This is an optimization exercise on Yosys and OpenROAD, whose aim is small area, not a production implementation.
Function was checked by simulation only, so behaviour that the tests miss may differ from the original.
No driver is modelled on the clock port, so clocking that relies on it looks cheaper here than on a real chip.

==> tundra: inputs <==
## dsa_link
module dsa_link (
    input  wire        clk,
    input  wire        rst,         
    input  wire        start,
    input  wire [18:0] HCMD,
    input  wire        tick,
    output wire        busy,
    output wire        done,
    output reg  [1:0]  status,
    output reg         req,
    output reg  [15:0] RXR,
    output wire        D_oe,
    output wire        D_o,
    input  wire        D_i,
    output wire        S_oe,
    output wire        S_o,
    input  wire        S_i,
    output wire        A_oe,
    output wire        A_o,
    input  wire        A_i
);
Settings: LEC_CHECK=0, CAP_MARGIN=20, CORE_MARGIN=2, CORE_UTILIZATION=40, GPL_TIMING_DRIVEN=0, SLEW_MARGIN=20; clock period 10.0 ns.
standard.sh (not shown) runs the stock make flow with config.mk's settings and CLKGATE_MAP_FILE= SYNTH_SCRIPT=/design/flow/synth_recipe.tcl, a recipe that flattens the netlist after the stock synthesis.
==> flow/flow/run.sh <==
#!/bin/bash
# Layout flow: the standard layout (standard.sh) with these changes:
#  - synthesis maps the logic with the area-oriented ABC script in
#    flow/area.abc (deep synthesis, then area mapping) instead of ORFS's
#    speed script, and leaves adder extraction off (ADDER_MAP_FILE
#    empty) so that ABC sees all of the logic; everything else in the
#    synthesis, registers included, is the standard one;
#  - the port buffers use the smallest buffer cell;
#  - CTS adds no dummy loads to balance the clock tree.
# Each tool's output goes to a log file in this folder; temporary files
# stay inside this folder too.
set -euo pipefail
W=$PWD
mkdir -p "$W/tmp/xdg"
chmod 700 "$W/tmp/xdg"
export TMPDIR="$W/tmp"
export XDG_RUNTIME_DIR="$W/tmp/xdg"
ORFS_SYNTH=$FLOW_HOME/scripts/synth.tcl
grep -q 'log_cmd abc {\*}\$abc_args' "$ORFS_SYNTH"
sed 's#log_cmd abc {\*}\$abc_args#log_cmd abc -script '"$W"'/flow/area.abc {*}[lrange $abc_args 2 end]#' \
    "$ORFS_SYNTH" > "$W/flow/synth_orfs_area.tcl"
grep -q "$W/flow/area.abc" "$W/flow/synth_orfs_area.tcl"
grep -q 'SCRIPTS_DIR)/synth.tcl' synth_recipe.tcl
sed "s#\$::env(SCRIPTS_DIR)/synth.tcl#$W/flow/synth_orfs_area.tcl#" synth_recipe.tcl > "$W/flow/synth_area.tcl"
export BUFFER_PORTS_ARGS="-buffer_cell sky130_fd_sc_hd__buf_1"
export CTS_ARGS="-sink_clustering_enable -repair_clock_nets -dont_use_dummy_load"
bash standard.sh SYNTH_SCRIPT="$W/flow/synth_area.tcl" ADDER_MAP_FILE= finish > standard.log 2>&1
==> flow/flow/area.abc <==
strash
&get -n
&deepsyn -T 60
&put
dch -f
amap
topo
==> yarrow (differences from tundra) <==
--- a/flow/design.v
+++ b/flow/design.v
@@ -27,17 +27,15 @@
     localparam [4:0] R_SYNC_ACKHI   = 5'b01011;    
     localparam [4:0] R_BIT_SAMPLE   = 5'b01100;    
     localparam [4:0] R_BIT_ACKLO    = 5'b01110;
     localparam [4:0] R_BIT_ACKHI    = 5'b01001;    
     localparam [4:0] R_CMP_ANNOUNCE = 5'b10100;    
     localparam [4:0] R_CMP_FINISH   = 5'b10000;   
     localparam [4:0] R_CMP_REL      = 5'b10101;
-    localparam [4:0] T_PRESET       = 5'b11000;
-    localparam [4:0] T_REL0         = 5'b11001;
-    localparam [4:0] T_REQ          = 5'b00101;
+    localparam [4:0] T_REQ          = 5'b00101;    
     localparam [4:0] T_SYNC_DHI     = 5'b10010;   
     localparam [4:0] T_SOUT         = 5'b10011;   
     localparam [4:0] T_BIT_SETD     = 5'b10110;   
     localparam [4:0] T_BIT_SLO      = 5'b10111;
     localparam [4:0] T_BIT_REL      = 5'b10001;   
     localparam [4:0] T_CMP_AOUT     = 5'b00110;
     localparam [4:0] T_CMP_ALO      = 5'b01101;
@@ -53,55 +51,55 @@
     reg         cond;        
     wire exp   = (wd[5:0] == 6'b100000);
     wire failc = (wd[6:1] == 6'b100000);
     wire zero  = ~|sr[15:0];
     wire idle  = (act == IDLE0) || (act == IDLE1);
     assign busy = !idle;
     assign done = (act == IDLE1);
-    assign D_oe = act[4] & ~act[3];
-    assign S_oe = act[4] & ~act[3] & (act[2] | ~act[1]);
-    assign A_oe = act[3] & ~act[4];
+    assign D_oe = act[4];
+    assign S_oe = act[4] & (act[2] | ~act[1]);
+    assign A_oe = act[3];
     assign S_o  = act[2];
     assign A_o  = act[2];
     assign D_o  = ~(~act[2] & act[1] & ~act[0]) & ~(act[0] & (act[2] ~^ act[1]) & ~sr[16]);
     always @* begin
         if (act[4])
             cond = A_i ^ act[2] ^ act[1] ^ act[0];
         else if (act[3])
             cond = ((act[1] & ~act[2]) ? D_i : S_i) ~^ act[0];
+        else if (act[2])
+            cond = wd[0];        
         else
             cond = ~D_i;
     end
     always @* begin
         act_n = act;
         wt_n  = 1'b0;
         case (act)
             IDLE0, IDLE1: begin
                 if (start) begin
                     case (HCMD[18:16])
                         3'b001:         act_n = P_READ;
                         3'b010:         act_n = R_REL0;
                         3'b011:         begin act_n = R_REL0; wt_n = 1'b1; end
-                        3'b100, 3'b101: act_n = T_PRESET;
+                        3'b100, 3'b101: begin act_n = T_REQ; wt_n = 1'b1; end
                         default:        act_n = IDLE1;
                     endcase
                 end
             end
             P_READ:         act_n = IDLE1;
             R_REL0:         act_n = R_SYNC_ACKLO;
             R_SYNC_ACKLO:   begin act_n = R_SYNC_ACKHI; wt_n = 1'b1; end
             R_SYNC_ACKHI:   begin act_n = R_BIT_SAMPLE; wt_n = 1'b1; end
             R_BIT_SAMPLE:   act_n = R_BIT_ACKLO;
             R_BIT_ACKLO:    begin act_n = R_BIT_ACKHI; wt_n = 1'b1; end
             R_BIT_ACKHI:    begin act_n = sr[16] ? R_CMP_ANNOUNCE : R_BIT_SAMPLE; wt_n = 1'b1; end
             R_CMP_ANNOUNCE: begin act_n = R_CMP_FINISH; wt_n = 1'b1; end
             R_CMP_FINISH:   act_n = R_CMP_REL;
             R_CMP_REL:      act_n = IDLE1;
-            T_PRESET:       act_n = T_REL0;
-            T_REL0:         act_n = T_REQ;
             T_REQ:          begin act_n = T_SYNC_DHI; wt_n = 1'b1; end
             T_SYNC_DHI:     begin act_n = T_SOUT; wt_n = 1'b1; end
             T_SOUT:         act_n = T_BIT_SETD;
             T_BIT_SETD:     act_n = zero ? T_CMP_AOUT : T_BIT_SLO;
             T_BIT_SLO:      begin act_n = T_BIT_REL; wt_n = 1'b1; end
             T_BIT_REL:      begin act_n = T_BIT_SETD; wt_n = 1'b1; end
             T_CMP_AOUT:     act_n = T_CMP_ALO;
@@ -140,15 +138,15 @@
             else if (ill)
                 status <= 2'b10;
             if (!wt && act == P_READ)
                 req <= ~D_i;
         end
         if (!wt)
             wd <= 7'd0;
-        else if (tick || exp)
+        else if (tick || exp || act == T_REQ)
             wd <= {wd[5:0], ~(wd[6] ^ wd[3])};
         if (idle)
             sr <= {HCMD[15], HCMD[14:8] & {7{HCMD[18]}}, HCMD[7:0] & {8{HCMD[18] & HCMD[16]}}, 1'b1};
         else if (!wt && act == R_BIT_SAMPLE)
             sr <= {sr[15:0], D_i};
         else if (!wt && act == T_BIT_REL)
             sr <= {sr[15:0], 1'b0};
==> flow/flow/run.sh (replaced) <==
#!/bin/bash
# Layout flow: the standard layout (standard.sh) with these changes:
#  - synthesis maps the logic with area-oriented ABC scripts (deep
#    synthesis with a few random seeds, then area mapping) instead of
#    ORFS's speed script, with adder extraction off (ADDER_MAP_FILE
#    empty) so that ABC sees all of the logic; the seeds run in
#    parallel and the smallest netlist is kept. Everything else in the
#    synthesis, registers included, is the standard one;
#  - the port buffers use the smallest buffer cell;
#  - the buffers synthesis leaves are removed at floorplan;
#  - CTS adds no dummy loads, and each clock buffer it inserts is then
#    sized down to the smallest clkbuf that keeps the estimated slew at
#    the pins it drives under CLK_SLEW_TARGET (flow/size_clkbufs.tcl).
# Each tool's output goes to a log file in this folder; temporary files
# stay inside this folder too.
set -euo pipefail
W=$PWD
mkdir -p "$W/tmp/xdg"
chmod 700 "$W/tmp/xdg"
export TMPDIR="$W/tmp"
export XDG_RUNTIME_DIR="$W/tmp/xdg"

ORFS_SYNTH=$FLOW_HOME/scripts/synth.tcl
grep -q 'log_cmd abc {\*}\$abc_args' "$ORFS_SYNTH"
grep -q 'SCRIPTS_DIR)/synth.tcl' synth_recipe.tcl
SEEDS="0 1 2 3"
for s in $SEEDS; do
  printf 'strash\n&get -n\n&deepsyn -T 60 -S %s\n&put\ndch -f\namap\ntopo\n' "$s" > "$W/flow/area_$s.abc"
  sed 's#log_cmd abc {\*}\$abc_args#log_cmd abc -script '"$W"'/flow/area_'"$s"'.abc {*}[lrange $abc_args 2 end]#' \
      "$ORFS_SYNTH" > "$W/flow/synth_orfs_area_$s.tcl"
  grep -q "$W/flow/area_$s.abc" "$W/flow/synth_orfs_area_$s.tcl"
  sed "s#\$::env(SCRIPTS_DIR)/synth.tcl#$W/flow/synth_orfs_area_$s.tcl#" synth_recipe.tcl > "$W/flow/synth_area_$s.tcl"
done

# synthesis, one run per seed, in parallel
for s in $SEEDS; do
  bash standard.sh SYNTH_SCRIPT="$W/flow/synth_area_$s.tcl" ADDER_MAP_FILE= \
      WORK_HOME="$W/syn_$s" synth > "synth_$s.log" 2>&1 &
done
wait
best=""
best_area=""
for s in $SEEDS; do
  rpt="$W/syn_$s/reports/sky130hd/dsa_link/base/synth_stat.txt"
  [[ -f "$rpt" ]] || continue
  a=$(awk '$1 ~ /^[0-9]+$/ && $3 ~ /sky130_fd_sc_hd__/ { if ($3 !~ /__(buf_|clkbuf_)/) s+=$2 } END{printf "%.3f", s}' "$rpt")
  echo "seed $s: synthesized area without buffers $a" >> synth_choice.log
  if [[ -z "$best" ]] || awk -v a="$a" -v b="$best_area" 'BEGIN{exit !(a < b)}'; then
    best=$s; best_area=$a
  fi
done
[[ -n "$best" ]]
echo "kept seed $best" >> synth_choice.log
rm -rf "$W/orfs"
cp -a "$W/syn_$best" "$W/orfs"

export BUFFER_PORTS_ARGS="-buffer_cell sky130_fd_sc_hd__buf_1"
export CTS_ARGS="-sink_clustering_enable -repair_clock_nets -dont_use_dummy_load"
export POST_CTS_TCL="$W/flow/size_clkbufs.tcl"
export CLK_SLEW_TARGET=0.110
bash standard.sh SYNTH_SCRIPT="$W/flow/synth_area_$best.tcl" ADDER_MAP_FILE= REMOVE_ABC_BUFFERS=1 finish > standard.log 2>&1
==> flow/flow/size_clkbufs.tcl (new file) <==
set db [ord::get_db]
set block [ord::get_db_block]
set slew_target $::env(CLK_SLEW_TARGET)
proc clk_bufs {} {
  set bufs {}
  foreach inst [[ord::get_db_block] getInsts] {
    if { [string match "clkbuf_*" [$inst getName]] && [string match "*__clkbuf_*" [[$inst getMaster] getName]] } {
      lappend bufs $inst
    }
  }
  return $bufs
}
proc worst_load_slew { inst } {
  set net [[$inst findITerm X] getNet]
  set worst 0
  foreach it [$net getITerms] {
    if { [$it getInst] == $inst } { continue }
    set pin [get_pins [[$it getInst] getName]/[[$it getMTerm] getName]]
    foreach rf {rise fall} {
      set s [get_property $pin slew_max_$rf]
      if { $s > $worst } { set worst $s }
    }
  }
  return $worst
}
estimate_parasitics -placement
set leaves {}
set roots {}
foreach b [clk_bufs] {
  set in_net [[$b findITerm A] getNet]
  if { [$in_net getName] == "clk" } { lappend roots $b } else { lappend leaves $b }
}
foreach b [concat $leaves $roots] {
  puts "size_clkbufs: [$b getName] [[$b getMaster] getName] worst load slew [worst_load_slew $b]"
}
foreach b [concat $leaves $roots] {
  foreach size {1 2 4 8 16} {
    $b swapMaster [$db findMaster sky130_fd_sc_hd__clkbuf_$size]
    estimate_parasitics -placement
    set w [worst_load_slew $b]
    if { $w < $slew_target } { break }
  }
  puts "size_clkbufs: [$b getName] -> clkbuf_$size (worst load slew $w)"
}
foreach b $leaves {
  puts "size_clkbufs: final [$b getName] worst load slew [worst_load_slew $b]"
}
detailed_placement
check_placement -verbose
- CAP_MARGIN: 20 -> 0
- CORE_UTILIZATION: 40 -> 65
- SLEW_MARGIN: 20 -> 0
removed: flow/flow/area.abc
==> violet (differences from tundra) <==
--- a/flow/design.v
+++ b/flow/design.v
@@ -20,34 +20,34 @@
     input  wire        A_i
 );
     localparam [4:0] IDLE0          = 5'b00000;    
     localparam [4:0] IDLE1          = 5'b00001;    
     localparam [4:0] P_READ         = 5'b00010;
     localparam [4:0] R_REL0         = 5'b00011;    
     localparam [4:0] R_SYNC_ACKLO   = 5'b00100;
-    localparam [4:0] R_SYNC_ACKHI   = 5'b01011;    
+    localparam [4:0] R_SYNC_ACKHI   = 5'b01000;    
     localparam [4:0] R_BIT_SAMPLE   = 5'b01100;    
-    localparam [4:0] R_BIT_ACKLO    = 5'b01110;
+    localparam [4:0] R_BIT_ACKLO    = 5'b01101;
     localparam [4:0] R_BIT_ACKHI    = 5'b01001;    
     localparam [4:0] R_CMP_ANNOUNCE = 5'b10100;    
     localparam [4:0] R_CMP_FINISH   = 5'b10000;   
     localparam [4:0] R_CMP_REL      = 5'b10101;
     localparam [4:0] T_PRESET       = 5'b11000;
     localparam [4:0] T_REL0         = 5'b11001;
     localparam [4:0] T_REQ          = 5'b00101;
     localparam [4:0] T_SYNC_DHI     = 5'b10010;   
     localparam [4:0] T_SOUT         = 5'b10011;   
     localparam [4:0] T_BIT_SETD     = 5'b10110;   
     localparam [4:0] T_BIT_SLO      = 5'b10111;
     localparam [4:0] T_BIT_REL      = 5'b10001;   
     localparam [4:0] T_CMP_AOUT     = 5'b00110;
-    localparam [4:0] T_CMP_ALO      = 5'b01101;
-    localparam [4:0] T_CMP_CHECK    = 5'b01000;   
+    localparam [4:0] T_CMP_ALO      = 5'b01110;
+    localparam [4:0] T_CMP_CHECK    = 5'b01010;   
     localparam [4:0] T_CMP_REL      = 5'b01111;   
-    localparam [4:0] T_CMP_FAIL     = 5'b01010;
+    localparam [4:0] T_CMP_FAIL     = 5'b01011;
     reg  [4:0]  act;
     reg         wt;          
     reg  [6:0]  wd;          
     reg  [16:0] sr;          
     reg  [4:0]  act_n;
     reg         wt_n;
     reg         cond;        
@@ -60,20 +60,30 @@
     assign D_oe = act[4] & ~act[3];
     assign S_oe = act[4] & ~act[3] & (act[2] | ~act[1]);
     assign A_oe = act[3] & ~act[4];
     assign S_o  = act[2];
     assign A_o  = act[2];
     assign D_o  = ~(~act[2] & act[1] & ~act[0]) & ~(act[0] & (act[2] ~^ act[1]) & ~sr[16]);
     always @* begin
-        if (act[4])
-            cond = A_i ^ act[2] ^ act[1] ^ act[0];
-        else if (act[3])
-            cond = ((act[1] & ~act[2]) ? D_i : S_i) ~^ act[0];
-        else
-            cond = ~D_i;
+        cond = 1'b0;
+        case (act)
+            R_REL0: cond = ~D_i;
+            R_SYNC_ACKHI: cond = D_i;
+            R_BIT_SAMPLE: cond = ~S_i;
+            R_BIT_ACKHI: cond = S_i;
+            R_CMP_ANNOUNCE: cond = ~A_i;
+            R_CMP_FINISH: cond = A_i;
+            T_SYNC_DHI: cond = ~A_i;
+            T_SOUT: cond = A_i;
+            T_BIT_SETD: cond = A_i;
+            T_BIT_REL: cond = ~A_i;
+            T_CMP_CHECK: cond = ~S_i;
+            T_CMP_REL: cond = S_i;
+            default: ;
+        endcase
     end
     always @* begin
         act_n = act;
         wt_n  = 1'b0;
         case (act)
             IDLE0, IDLE1: begin
                 if (start) begin
==> flow/flow/run.sh (replaced) <==
#!/bin/bash
# Layout flow: the standard layout (standard.sh) with two changes:
#  - synthesis maps the logic with the area-oriented ABC script (deep synthesis, then area mapping) in
#    flow/area.abc instead of ORFS's speed script (everything else in
#    the synthesis, registers included, is the standard one);
#  - the port buffers use the smallest buffer cell.
# Each tool's output goes to a log file in this folder; temporary files
# stay inside this folder too.
set -euo pipefail
W=$PWD
mkdir -p "$W/tmp/xdg"
chmod 700 "$W/tmp/xdg"
export TMPDIR="$W/tmp"
export XDG_RUNTIME_DIR="$W/tmp/xdg"
ORFS_SYNTH=$FLOW_HOME/scripts/synth.tcl
grep -q 'log_cmd abc {\*}\$abc_args' "$ORFS_SYNTH"
sed 's#log_cmd abc {\*}\$abc_args#log_cmd abc -script '"$W"'/flow/area.abc {*}[lrange $abc_args 2 end]#' \
    "$ORFS_SYNTH" > "$W/flow/synth_orfs_area.tcl"
grep -q "$W/flow/area.abc" "$W/flow/synth_orfs_area.tcl"
grep -q 'SCRIPTS_DIR)/synth.tcl' synth_recipe.tcl
sed "s#\$::env(SCRIPTS_DIR)/synth.tcl#$W/flow/synth_orfs_area.tcl#" synth_recipe.tcl > "$W/flow/synth_area.tcl"
export BUFFER_PORTS_ARGS="-buffer_cell sky130_fd_sc_hd__buf_1"
bash standard.sh SYNTH_SCRIPT="$W/flow/synth_area.tcl" finish > standard.log 2>&1
- GPL_TIMING_DRIVEN: 0 -> default
==> summary.json <==
{
  "post_synth_num_cell_types": 30,
  "synth_commonest_cells": "32 x sky130_fd_sc_hd__edfxtp_1, 31 x sky130_fd_sc_hd__nor2_1, 27 x sky130_fd_sc_hd__clkinv_1",
  "share_of_cell_area_taken_by_multi_input_logic_gates": 0.296,
  "critPathMaxFanout": 21,
  "status": "timing/DRC/antenna clean",
  "hold_path_end": "wd[1]$_SDFFE_PN0P_",
  "post_drt_wl_per_cell_um": 15.2,
  "groute.layer.met1.usage": 0.346,
  "insertion_delay_ns": 0.35,
  "finalInstanceArea_um2": 2440
}
(the above is from yarrow)
==> summary.json <==
{
  "signal_buffers": 54,
  "grt_remaining_overflow": 0,
  "finalInstanceArea_um2": 2500,
  "post_drt_wl_per_cell_um": 15.1,
  "power.combinational.fraction": 0.383,
  "groute.layer.met1.usage": 0.238,
  "dr_wl_met3_um": 363,
  "synth_commonest_cells": "32 x sky130_fd_sc_hd__edfxtp_1, 29 x sky130_fd_sc_hd__nor2_1, 23 x sky130_fd_sc_hd__clkinv_1",
  "critPathMaxFanout": 22,
  "status": "timing/DRC/antenna clean",
  "insertion_delay_ns": 0.31,
  "synth_xor_area_frac": 0,
  "drt-vias-per-instance": 5.45,
  "post_synth_num_cell_types": 32,
  "met2WireLength_um": 2280
}
(the above is from tundra)
==> summary.json <==
{
  "final_antenna_net_count": 0,
  "insertion_delay_ns": 0.31,
  "grt_max_degree": 18,
  "groute.layer.met1.usage": 0.269,
  "critPathMaxFanout": 14,
  "status": "timing/DRC/antenna clean",
  "post_drt_wl_per_cell_um": 16.0,
  "share_of_cell_area_taken_by_multi_input_logic_gates": 0.306,
  "post_synth_num_cell_types": 37,
  "hold_path_end": "RXR[0]$_DFFE_PP_",
  "critical_path.max_stage_delay_ns": 0.69
}
(the above is from violet)

separate check: timing with driven ports:
The flow's constraints put no driver on any port. The routed layouts listed below were extracted and timed again, unchanged, in two steps.
Step 1 sets driving cells, clkbuf_16 on the clock port and buf_2 on the other inputs (assumed; they add their load-dependent delay and slew).
Step 2, shift: input delay + t, output delay - t, t = (earliest + latest rising clock arrival at the registers) / 2. This alone moves slack from input paths to output paths.
Slacks: ideal ports / drivers / drivers and shift; pairs: ideal ports / drivers.
run	t (ns)	slack for setup (ns)	worst setup path after step 2	worst slew at a driven data input, ns	cell pins on the clock port's net
tundra	0.320	5.849 / 5.823 / 6.142	register to output	0.04	1
yarrow	0.353	5.019 / 4.997 / 5.350	register to output	0.03	1
violet	0.329	5.478 / 5.451 / 5.779	register to output	0.04	1
After both steps setup and hold are still met in every run listed.
